Background: an optimization exercise with open tools, aiming at small area, a short achievable clock period and few clock cycles. Do not read the settings as production practice.
The RTL was checked by simulation tests, not by an equivalence proof against the original design.

$ cat design/flow/config.mk
export PLATFORM = sky130hd
export DESIGN_NAME = gvi_codec
export DESIGN_NICKNAME = gvi_codec
export VERILOG_FILES = /design/flow/design.v
export SDC_FILE = /design/flow/constraint.sdc
export NUM_CORES = 4
export LEC_CHECK = 0
export CAP_MARGIN = 20
export CORE_MARGIN = 2
export CORE_UTILIZATION = 40
export SLEW_MARGIN = 20
$ cat design/flow/constraint.sdc
create_clock -name core_clock -period 7.0 [get_ports {clk}]
set_input_delay 1.4000 -clock core_clock [delete_from_list [all_inputs] [get_ports {clk}]]
set_output_delay 1.4000 -clock core_clock [all_outputs]
set_load 0.01 [all_outputs]
$ cat design/flow/design.v
module gvi_safe_enc (
    input  wire [6:0] idx,
    output reg  [7:0] chr
);
    always @(*) begin
        case (idx)
            7'd0: chr = 8'h41;
            7'd1: chr = 8'h42;
            7'd2: chr = 8'h43;
            7'd3: chr = 8'h44;
            7'd4: chr = 8'h45;
            7'd5: chr = 8'h46;
            7'd6: chr = 8'h47;
            7'd7: chr = 8'h48;
            7'd8: chr = 8'h49;
            7'd9: chr = 8'h4a;
            7'd10: chr = 8'h4b;
            7'd11: chr = 8'h4c;
            7'd12: chr = 8'h4d;
            7'd13: chr = 8'h4e;
            7'd14: chr = 8'h4f;
            7'd15: chr = 8'h50;
            7'd16: chr = 8'h51;
            7'd17: chr = 8'h52;
            7'd18: chr = 8'h53;
            7'd19: chr = 8'h54;
            7'd20: chr = 8'h55;
            7'd21: chr = 8'h56;
            7'd22: chr = 8'h57;
            7'd23: chr = 8'h58;
            7'd24: chr = 8'h59;
            7'd25: chr = 8'h5a;
            7'd26: chr = 8'h61;
            7'd27: chr = 8'h62;
            7'd28: chr = 8'h63;
            7'd29: chr = 8'h64;
            7'd30: chr = 8'h65;
            7'd31: chr = 8'h66;
            7'd32: chr = 8'h67;
            7'd33: chr = 8'h68;
            7'd34: chr = 8'h69;
            7'd35: chr = 8'h6a;
            7'd36: chr = 8'h6b;
            7'd37: chr = 8'h6c;
            7'd38: chr = 8'h6d;
            7'd39: chr = 8'h6e;
            7'd40: chr = 8'h6f;
            7'd41: chr = 8'h70;
            7'd42: chr = 8'h71;
            7'd43: chr = 8'h72;
            7'd44: chr = 8'h73;
            7'd45: chr = 8'h74;
            7'd46: chr = 8'h75;
            7'd47: chr = 8'h76;
            7'd48: chr = 8'h77;
            7'd49: chr = 8'h78;
            7'd50: chr = 8'h79;
            7'd51: chr = 8'h7a;
            7'd52: chr = 8'h30;
            7'd53: chr = 8'h31;
            7'd54: chr = 8'h32;
            7'd55: chr = 8'h33;
            7'd56: chr = 8'h34;
            7'd57: chr = 8'h35;
            7'd58: chr = 8'h36;
            7'd59: chr = 8'h37;
            7'd60: chr = 8'h38;
            7'd61: chr = 8'h39;
            7'd62: chr = 8'h21;
            7'd63: chr = 8'h23;
            7'd64: chr = 8'h24;
            7'd65: chr = 8'h25;
            7'd66: chr = 8'h26;
            7'd67: chr = 8'h28;
            7'd68: chr = 8'h29;
            7'd69: chr = 8'h2a;
            7'd70: chr = 8'h2b;
            7'd71: chr = 8'h2c;
            7'd72: chr = 8'h2d;
            7'd73: chr = 8'h2e;
            7'd74: chr = 8'h2f;
            7'd75: chr = 8'h3a;
            7'd76: chr = 8'h3b;
            7'd77: chr = 8'h3c;
            7'd78: chr = 8'h3d;
            7'd79: chr = 8'h3e;
            7'd80: chr = 8'h3f;
            7'd81: chr = 8'h5b;
            7'd82: chr = 8'h5d;
            7'd83: chr = 8'h5e;
            7'd84: chr = 8'h5f;
            7'd85: chr = 8'h7b;
            7'd86: chr = 8'h7c;
            7'd87: chr = 8'h7d;
            7'd88: chr = 8'h7e;
            7'd89: chr = 8'hc0;
            7'd90: chr = 8'hc1;
            7'd91: chr = 8'hc2;
            7'd92: chr = 8'hc3;
            7'd93: chr = 8'hc4;
            7'd94: chr = 8'hc5;
            7'd95: chr = 8'hc6;
            7'd96: chr = 8'hc7;
            7'd97: chr = 8'hc8;
            7'd98: chr = 8'hc9;
            7'd99: chr = 8'hca;
            7'd100: chr = 8'hcb;
            7'd101: chr = 8'hcc;
            7'd102: chr = 8'hcd;
            7'd103: chr = 8'hce;
            7'd104: chr = 8'hcf;
            7'd105: chr = 8'hd0;
            7'd106: chr = 8'hd1;
            7'd107: chr = 8'hd2;
            7'd108: chr = 8'hd3;
            7'd109: chr = 8'hd4;
            7'd110: chr = 8'hd5;
            7'd111: chr = 8'hd6;
            7'd112: chr = 8'hd8;
            7'd113: chr = 8'hd9;
            7'd114: chr = 8'hda;
            7'd115: chr = 8'hdb;
            7'd116: chr = 8'hdc;
            7'd117: chr = 8'hdd;
            7'd118: chr = 8'hde;
            7'd119: chr = 8'hdf;
            7'd120: chr = 8'he0;
            7'd121: chr = 8'he1;
            default: chr = 8'h00;
        endcase
    end
endmodule
module gvi_safe_dec (
    input  wire [7:0] chr,
    output reg        hit,
    output reg  [6:0] idx
);
    always @(*) begin
        hit = 1'b1;
        case (chr)
            8'h41: idx = 7'd0;
            8'h42: idx = 7'd1;
            8'h43: idx = 7'd2;
            8'h44: idx = 7'd3;
            8'h45: idx = 7'd4;
            8'h46: idx = 7'd5;
            8'h47: idx = 7'd6;
            8'h48: idx = 7'd7;
            8'h49: idx = 7'd8;
            8'h4a: idx = 7'd9;
            8'h4b: idx = 7'd10;
            8'h4c: idx = 7'd11;
            8'h4d: idx = 7'd12;
            8'h4e: idx = 7'd13;
            8'h4f: idx = 7'd14;
            8'h50: idx = 7'd15;
            8'h51: idx = 7'd16;
            8'h52: idx = 7'd17;
            8'h53: idx = 7'd18;
            8'h54: idx = 7'd19;
            8'h55: idx = 7'd20;
            8'h56: idx = 7'd21;
            8'h57: idx = 7'd22;
            8'h58: idx = 7'd23;
            8'h59: idx = 7'd24;
            8'h5a: idx = 7'd25;
            8'h61: idx = 7'd26;
            8'h62: idx = 7'd27;
            8'h63: idx = 7'd28;
            8'h64: idx = 7'd29;
            8'h65: idx = 7'd30;
            8'h66: idx = 7'd31;
            8'h67: idx = 7'd32;
            8'h68: idx = 7'd33;
            8'h69: idx = 7'd34;
            8'h6a: idx = 7'd35;
            8'h6b: idx = 7'd36;
            8'h6c: idx = 7'd37;
            8'h6d: idx = 7'd38;
            8'h6e: idx = 7'd39;
            8'h6f: idx = 7'd40;
            8'h70: idx = 7'd41;
            8'h71: idx = 7'd42;
            8'h72: idx = 7'd43;
            8'h73: idx = 7'd44;
            8'h74: idx = 7'd45;
            8'h75: idx = 7'd46;
            8'h76: idx = 7'd47;
            8'h77: idx = 7'd48;
            8'h78: idx = 7'd49;
            8'h79: idx = 7'd50;
            8'h7a: idx = 7'd51;
            8'h30: idx = 7'd52;
            8'h31: idx = 7'd53;
            8'h32: idx = 7'd54;
            8'h33: idx = 7'd55;
            8'h34: idx = 7'd56;
            8'h35: idx = 7'd57;
            8'h36: idx = 7'd58;
            8'h37: idx = 7'd59;
            8'h38: idx = 7'd60;
            8'h39: idx = 7'd61;
            8'h21: idx = 7'd62;
            8'h23: idx = 7'd63;
            8'h24: idx = 7'd64;
            8'h25: idx = 7'd65;
            8'h26: idx = 7'd66;
            8'h28: idx = 7'd67;
            8'h29: idx = 7'd68;
            8'h2a: idx = 7'd69;
            8'h2b: idx = 7'd70;
            8'h2c: idx = 7'd71;
            8'h2d: idx = 7'd72;
            8'h2e: idx = 7'd73;
            8'h2f: idx = 7'd74;
            8'h3a: idx = 7'd75;
            8'h3b: idx = 7'd76;
            8'h3c: idx = 7'd77;
            8'h3d: idx = 7'd78;
            8'h3e: idx = 7'd79;
            8'h3f: idx = 7'd80;
            8'h5b: idx = 7'd81;
            8'h5d: idx = 7'd82;
            8'h5e: idx = 7'd83;
            8'h5f: idx = 7'd84;
            8'h7b: idx = 7'd85;
            8'h7c: idx = 7'd86;
            8'h7d: idx = 7'd87;
            8'h7e: idx = 7'd88;
            8'hc0: idx = 7'd89;
            8'hc1: idx = 7'd90;
            8'hc2: idx = 7'd91;
            8'hc3: idx = 7'd92;
            8'hc4: idx = 7'd93;
            8'hc5: idx = 7'd94;
            8'hc6: idx = 7'd95;
            8'hc7: idx = 7'd96;
            8'hc8: idx = 7'd97;
            8'hc9: idx = 7'd98;
            8'hca: idx = 7'd99;
            8'hcb: idx = 7'd100;
            8'hcc: idx = 7'd101;
            8'hcd: idx = 7'd102;
            8'hce: idx = 7'd103;
            8'hcf: idx = 7'd104;
            8'hd0: idx = 7'd105;
            8'hd1: idx = 7'd106;
            8'hd2: idx = 7'd107;
            8'hd3: idx = 7'd108;
            8'hd4: idx = 7'd109;
            8'hd5: idx = 7'd110;
            8'hd6: idx = 7'd111;
            8'hd8: idx = 7'd112;
            8'hd9: idx = 7'd113;
            8'hda: idx = 7'd114;
            8'hdb: idx = 7'd115;
            8'hdc: idx = 7'd116;
            8'hdd: idx = 7'd117;
            8'hde: idx = 7'd118;
            8'hdf: idx = 7'd119;
            8'he0: idx = 7'd120;
            8'he1: idx = 7'd121;
            default: begin hit = 1'b0; idx = 7'd0; end
        endcase
    end
endmodule
module gvi_encoder (
    input  wire       clk,
    input  wire       rst,
    input  wire       in_valid,
    output wire       in_ready,
    input  wire [3:0] in_nib,
    input  wire       in_last,
    input  wire [3:0] in_shift,
    output wire       out_valid,
    input  wire       out_ready,
    output wire [7:0] out_char,
    output wire       out_last
);
    reg  [5:0] pbuf;       
    reg  [3:0] pcnt;       
    reg        in_msg;     
    reg  [3:0] mshift;     
    reg  [6:0] f_sym   [0:3];
    reg  [3:0] f_shift [0:3];
    reg        f_last  [0:3];
    reg  [1:0] wp, rp;
    reg  [2:0] count;
    assign in_ready = (count <= 3'd2);
    wire in_fire = in_valid & in_ready;
    wire [3:0] cur_shift = in_msg ? mshift : in_shift;
    wire [9:0] nbuf = {pbuf, in_nib};
    wire [3:0] ncnt = pcnt + 4'd4;
    wire       full = (ncnt >= 4'd7);
    wire [6:0] sym_full = nbuf >> (ncnt - 4'd7);
    wire [3:0] rem = full ? (ncnt - 4'd7) : ncnt;
    wire [6:0] sym_pad = nbuf[6:0] << (4'd7 - rem);
    wire       push_full = in_fire & full;
    wire       push_pad  = in_fire & in_last & (rem != 4'd0);
    reg        phase;      
    wire [6:0] head       = f_sym[rp];
    wire [3:0] head_shift = f_shift[rp];
    wire       head_esc   = (head >= 7'd122);
    wire [7:0] rot        = {1'b0, head} + {4'd0, head_shift};
    wire [6:0] ridx       = (rot >= 8'd122) ? (rot[6:0] - 7'd122) : rot[6:0];
    wire [7:0] safe_chr;
    gvi_safe_enc u_enc (.idx(ridx), .chr(safe_chr));
    wire [2:0] esc_i = head[2:0] - 3'd2;    
    assign out_valid = (count != 3'd0);
    assign out_char  = !head_esc ? safe_chr :
                       (phase ? (8'h30 + {5'd0, esc_i}) : 8'h40);
    assign out_last  = f_last[rp] & (!head_esc | phase);
    wire out_fire = out_valid & out_ready;
    wire pop      = out_fire & (!head_esc | phase);
    wire [1:0] npush = {1'b0, push_full} + {1'b0, push_pad};
    always @(posedge clk) begin
        if (rst) begin
            pcnt   <= 4'd0;
            in_msg <= 1'b0;
            wp     <= 2'd0;
            rp     <= 2'd0;
            count  <= 3'd0;
            phase  <= 1'b0;
        end else begin
            if (in_fire) begin
                if (!in_msg) mshift <= in_shift;
                in_msg <= !in_last;
                pbuf   <= nbuf[5:0];
                pcnt   <= in_last ? 4'd0 : rem;
            end
            if (push_full) begin
                f_sym[wp]   <= sym_full;
                f_shift[wp] <= cur_shift;
                f_last[wp]  <= in_last & (rem == 4'd0);
            end
            if (push_pad) begin
                f_sym[push_full ? wp + 2'd1 : wp]   <= sym_pad;
                f_shift[push_full ? wp + 2'd1 : wp] <= cur_shift;
                f_last[push_full ? wp + 2'd1 : wp]  <= 1'b1;
            end
            wp <= wp + npush;
            if (out_fire && head_esc) phase <= !phase;
            if (pop) rp <= rp + 2'd1;
            count <= count + {1'b0, npush} - {2'b0, pop};
        end
    end
endmodule
module gvi_decoder (
    input  wire       clk,
    input  wire       rst,
    input  wire       in_valid,
    output wire       in_ready,
    input  wire [7:0] in_char,
    input  wire       in_last,
    input  wire [3:0] in_shift,
    output wire       out_valid,
    input  wire       out_ready,
    output wire [3:0] out_nib,
    output wire [1:0] out_err,
    output wire       out_last
);
    localparam [1:0] E_NONE = 2'd0, E_CHAR = 2'd1, E_TRUNC = 2'd2, E_ESC = 2'd3;
    reg  [9:0] dbuf;       
    reg  [3:0] dcnt;       
    reg        dlast;      
    reg  [1:0] derr;       
    reg        esc_pend;   
    reg        skipping;   
    reg        in_msg;
    reg  [3:0] mshift;
    assign in_ready = (dcnt < 4'd4) && !dlast && (derr == E_NONE);
    wire in_fire = in_valid & in_ready;
    wire [3:0] cur_shift = in_msg ? mshift : in_shift;
    wire       hit;
    wire [6:0] idx;
    gvi_safe_dec u_dec (.chr(in_char), .hit(hit), .idx(idx));
    wire [7:0] sub = {1'b0, idx} - {4'd0, cur_shift};
    wire [6:0] rsym = sub[7] ? (sub[6:0] + 7'd122) : sub[6:0];
    wire       esc_hit = (in_char >= 8'h30) && (in_char <= 8'h35);
    wire [6:0] esym = 7'd122 + {4'd0, in_char[2:0]};
    reg        do_push;
    reg  [6:0] psym;
    reg  [1:0] perr;
    always @(*) begin
        do_push = 1'b0;
        psym    = 7'd0;
        perr    = E_NONE;
        if (skipping) begin
        end else if (esc_pend) begin
            if (esc_hit) begin do_push = 1'b1; psym = esym; end
            else perr = E_ESC;
        end else if (in_char == 8'h40) begin
            if (in_last) perr = E_TRUNC;
        end else if (hit) begin
            do_push = 1'b1; psym = rsym;
        end else begin
            perr = E_CHAR;
        end
    end
    wire [3:0] ocnt = dcnt - 4'd4;
    wire       have_nib = (dcnt >= 4'd4);
    assign out_valid = have_nib | (derr != E_NONE);
    assign out_nib   = have_nib ? dbuf[ocnt +: 4] : 4'd0;
    assign out_err   = have_nib ? E_NONE : derr;
    assign out_last  = have_nib ? (dlast & (ocnt < 4'd4)) : 1'b1;
    wire out_fire = out_valid & out_ready;
    always @(posedge clk) begin
        if (rst) begin
            dcnt     <= 4'd0;
            dlast    <= 1'b0;
            derr     <= E_NONE;
            esc_pend <= 1'b0;
            skipping <= 1'b0;
            in_msg   <= 1'b0;
        end else begin
            if (in_fire) begin
                if (!in_msg) mshift <= in_shift;
                in_msg <= !in_last;
                if (skipping) begin
                    if (in_last) skipping <= 1'b0;
                end else begin
                    esc_pend <= !esc_pend && (in_char == 8'h40) && !in_last;
                    if (perr != E_NONE) begin
                        derr     <= perr;
                        skipping <= !in_last;
                    end
                end
                if (do_push) begin
                    dbuf  <= {dbuf[2:0], psym};
                    dcnt  <= dcnt + 4'd7;
                    dlast <= in_last;
                end
            end else if (out_fire) begin
                if (have_nib) begin
                    if (out_last) begin
                        dcnt  <= 4'd0;
                        dlast <= 1'b0;
                    end else begin
                        dcnt <= ocnt;
                    end
                end else begin
                    derr <= E_NONE;
                    dcnt <= 4'd0;
                end
            end
        end
    end
endmodule
module gvi_codec (
    input  wire       clk,
    input  wire       rst,
    input  wire       enc_in_valid,
    output wire       enc_in_ready,
    input  wire [3:0] enc_in_nib,
    input  wire       enc_in_last,
    input  wire [3:0] enc_in_shift,
    output wire       enc_out_valid,
    input  wire       enc_out_ready,
    output wire [7:0] enc_out_char,
    output wire       enc_out_last,
    input  wire       dec_in_valid,
    output wire       dec_in_ready,
    input  wire [7:0] dec_in_char,
    input  wire       dec_in_last,
    input  wire [3:0] dec_in_shift,
    output wire       dec_out_valid,
    input  wire       dec_out_ready,
    output wire [3:0] dec_out_nib,
    output wire [1:0] dec_out_err,
    output wire       dec_out_last
);
    gvi_encoder u_encoder (
        .clk(clk), .rst(rst),
        .in_valid(enc_in_valid), .in_ready(enc_in_ready),
        .in_nib(enc_in_nib), .in_last(enc_in_last), .in_shift(enc_in_shift),
        .out_valid(enc_out_valid), .out_ready(enc_out_ready),
        .out_char(enc_out_char), .out_last(enc_out_last)
    );
    gvi_decoder u_decoder (
        .clk(clk), .rst(rst),
        .in_valid(dec_in_valid), .in_ready(dec_in_ready),
        .in_char(dec_in_char), .in_last(dec_in_last), .in_shift(dec_in_shift),
        .out_valid(dec_out_valid), .out_ready(dec_out_ready),
        .out_nib(dec_out_nib), .out_err(dec_out_err), .out_last(dec_out_last)
    );
endmodule
$ cat design/flow/run.sh
#!/bin/bash
# synth_recipe.tcl (not shown) runs the flow's synth.tcl, then flattens the netlist and writes it again
# the make line also repeats each setting of config.mk as NAME=value (left out here)
make -C /OpenROAD-flow-scripts/flow DESIGN_CONFIG=/design/flow/config.mk WORK_HOME=/design/flow/orfs CLKGATE_MAP_FILE= SYNTH_SCRIPT=/design/flow/synth_recipe.tcl finish
==> flow_metrics.py <==
metrics = {
    "outcome": {
        "status": "finished clean",
    },
    "placement": {
        "gp_congestion": 0.876,
        "portBuffers": 47,
        "dp_hpwl_um": 14600,
        "placed_area_um2": 8820,
        "dp_slack_ns": 0.283,
    },
    "die": {
        "die_x_um": 146,
        "dieHeight_um": 146,
        "core_um2": 19700,
        "num_rows": 51,
        "dieArea_um2": 21300,
        "start_util_pct": 41.1,
        "io_pins": 48,
    },
    "power_and_ir_drop": {
        "ir_drop_uv": 287,
        "p_leak_uw": 0.00337,
        "p_total_uw": 4590,
        "power_density_nw_per_um2": 499,
    },
    "cells_and_area": {
        "finalInstanceArea_um2": 9190,
        "layout-drive-gt1-share_pct": 11.6,
        "layout_common_cells": "nor2_1, nand2_1, a21oi_1, edfxtp_1, mux2i_1",
        "final_nets": 1002,
        "mostFrequentLayoutCell": "nor2_1",
        "antenna_cells": 0,
        "syn2layout_area_growth_pct": 13.9,
    },
    "setup_path": {
        "endpoint_kind": "primary output",
        "path_max_fanout": 13,
        "crit_top_cell": "ha_1",
        "crit_chain": "buf_6 > mux4_2 > ha_1 > o21ai_0 > o21ba_2 > or3_4 > a2111oi_4 > buf_4 > nor2_4 > xnor2_4 > nor2_1 > inv_1 > ha_1 > o21ai_1 > a21o_1 > o311ai_1 > o32ai_2 > clkdlybuf4s50_1",
        "crit_path_start_kind": "flop",
        "cpMaxStageDelayCell": "clkdlybuf4s50_1",
        "cp_num_buf_inv": 4,
        "crit_arrival_ns": 5.24,
        "cp_data_required_time_ns": 5.60,
        "cpPeakStageDelay_ns": 0.59,
        "timing_worst_setup_path_type": "reg -> out",
        "cp_top_family": "compound AO/OA/AOI/OAI gates",
    },
    "synth": {
        "ys_seq_area_share_pct": 32.5,
        "synth_nets": 974,
        "synth_async_sr_flop_share_pct": 0,
        "synth-main-ff-cell": "edfxtp_1",
        "synth-edff-count": 68,
        "synth_cell_types": 86,
        "syn-cell-area_um2": 8080,
        "ys_ff_latch": 97,
        "yosysWarningCount": 4,
        "syn_area_per_cell_um2": 8.96,
        "syn_inst": 901,
    },
    "clock_tree": {
        "ctsHtreeMaxLevel": 3,
        "cts_tree": "built",
        "cts_sinks": 97,
        "clk_pin_slew_ns": 0.07,
        "cts_buffers": 9,
        "cts_buffer_depth": 2,
        "clk_latency_ns": 0.35,
        "root_buffer": "clkbuf_16",
    },
    "detailed_routing": {
        "finalWirelength_um": 19800,
        "wl_met2_um": 9480,
        "highest_layer": "met4",
        "via_count": 6864,
        "drtPass1Iterations": 5,
        "ant_nets": 0,
        "routedWlPerCell_um": 16.5,
        "detail_route.vias_per_cell": 5.72,
        "wl_met3_um": 870,
        "wl_met1_um": 9180,
        "drt_iter0_markers": 593,
        "drc": 0,
    },
    "sta": {
        "tightest_slew_ns": 0.926,
        "fin_skew_ns": 0.0115,
        "max_slew_margin_pct": 37.8,
        "final_hold_viol_count": 0,
        "timing.final.crit_share_pct": 94.9,
        "fmax_mhz": 150,
        "finalSetupViolations": 0,
        "hold_slack_ns": 0.461,
        "min_period_ns": 6.64,
        "final.setup.tns_ns": 0,
        "finalMaxSlewViolations": 0,
        "rsz0062_at_grt": "no",
        "fin_ws_ns": 0.355,
    },
    "global_routing": {
        "grt_pass1_wl_um": 33000,
        "grt_overflow": 0,
        "grt_start_max_net_pins": 37,
        "first_global_vias": 6594,
        "grt_util_all_layers_pct": 18.7,
        "antenna_found_initial": 0,
    },
    "run": {
        "drv_cap": 0,
    },
    "worst_hold_path": {
        "hold_class": "reg -> reg",
    },
}
[power breakdown]
group	internal (µW)	switching (µW)
clock	320	229
combinational	1420	1860
sequential	702	66.6
[sequential cells by signal, summed over array words and instances, names as in the netlist, named ones only]
register,cells
u_decoder.in_msg,1
u_encoder.phase,1
u_encoder.rp,2
u_encoder.f_shift,16
u_encoder.count,3
u_encoder.wp,2
u_decoder.derr,2
u_decoder.mshift,4
u_encoder.pcnt,4
u_encoder.f_sym,28
u_encoder.pbuf,6
u_encoder.mshift,4
u_decoder.dcnt,4
u_encoder.f_last,4
u_decoder.skipping,1
u_encoder.in_msg,1
u_decoder.dlast,1
u_decoder.esc_pend,1
u_decoder.dbuf,10
[layout make-up]
class | count | area, µm²
Inverter | 40 | 153
Tap cell | 265 | 332
Fill cell | 1938 | 10500
Sequential cell | 97 | 2620
Timing Repair Buffer | 71 | 654
Clock buffer | 9 | 225
Multi-Input combinational cell | 710 | 5100
Clock inverter | 7 | 111
[cell families after synthesis]
kind of cell | Yosys count | synth area share (%)
and+or+nand+nor | 298 | 17.3
adders and majority gates | 46 | 7.38
muxes | 92 | 14.3
xor gates and xnor gates | 25 | 3.04
buffers and inverters | 94 | 4.79
AOI/OAI and AO/OA | 249 | 20.7
DFF | 97 | 32.5
[metal layers]
layer / GRT usage [%] / vias up
li1: - / 3393
met1: 25.4 / 3262
met2: 31.0 / 180
met3: 3.03 / 29
met4: 5.44 / 0
met5: 0 / -
[per-stage QoR]
stage | cells | utilization (%)
global placement | 1182 | 44.9
finish | 1199 | 46.8
floorplan | 901 | -
detailed placement | 1182 | 44.9
global route | 1199 | 46.8
CTS | 1198 | 46.7
[Yosys cell counts, types with 7 or more instances]
cell	number	area share, %
a211oi_1	11	1.0
a21oi_1	72	4.5
a31oi_1	10	0.77
and2_1	8	0.62
and3_1	7	0.54
buf_1	10	0.46
clkbuf_1	36	1.7
dfxtp_1	29	7.2
edfxtp_1	68	25
ha_1	42	6.5
inv_1	37	1.7
mux2_2	28	3.9
mux2i_1	48	5.9
mux4_2	16	4.5
nand2_1	83	3.9
nand2b_1	21	1.6
nand3_1	16	0.99
nor2_1	102	4.7
nor2b_1	13	1.0
nor3_1	16	0.99
o21ai_0	49	3.0
o22ai_1	8	0.62
or3_1	9	0.70
xnor2_1	19	2.1
[repair_timing]
item	in CTS	in global routing
setup endpoints to repair	2	3
endpoints found under the hold margin	0	0
setup buffers	0	1
pin swaps	0	1
hold buffers	0	0
resized for setup	2	7
[worst reg2reg max path: cells and delay by family (launching register included)]
| family | cells | cell delay (ns) |
|---|---|---|
| and+or+nand+nor | 4 | 1.67 |
| xor gates and xnor gates | 1 | 0.79 |
| DFF | 1 | 0.77 |
| adders and majority gates | 1 | 0.40 |
| AOI/OAI and AO/OA | 2 | 0.35 |
[final timing paths]
path / startpoint / endpoint / slack [ns] / depth (start not counted)
worst min register to register: u_decoder.dbuf[0] / u_decoder.dbuf[7] / 0.46 / 0
worst max-delay path: flop / enc_out_char[2] / 0.36 / 18
worst max register to register: u_encoder.pcnt[0] / u_encoder.f_shift[3][3] / 2.66 / 8
worst min-delay path: u_decoder.dbuf[0] / u_decoder.dbuf[7] / 0.46 / 0
Testbench counts, summed over its fixed seeds: cycles 47,329.

[what the ideal ports hide]
How much do the figures lean on ideal ports? The routed layout below was timed once more, with nothing changed but the port constraints. Step 1 assumes that a clkbuf_16 drives the clock port and a buf_2 every other input. Step 2, shift: input delay + t, output delay - t, t = (earliest + latest rising clock arrival at the registers) / 2. This alone moves slack from input paths to output paths. Three values: no drivers, after step 1, after step 2; two values: the first two.
t (ns): 0.385
setup WS [ns]: 0.355 / 0.315 / 0.700
worst hold slack (ns): 0.461 / 0.461 / 0.461
After both steps setup and hold are still met in this run. The setup slack of this run moves by -0.040 ns with the drivers and by +0.345 ns with both steps.
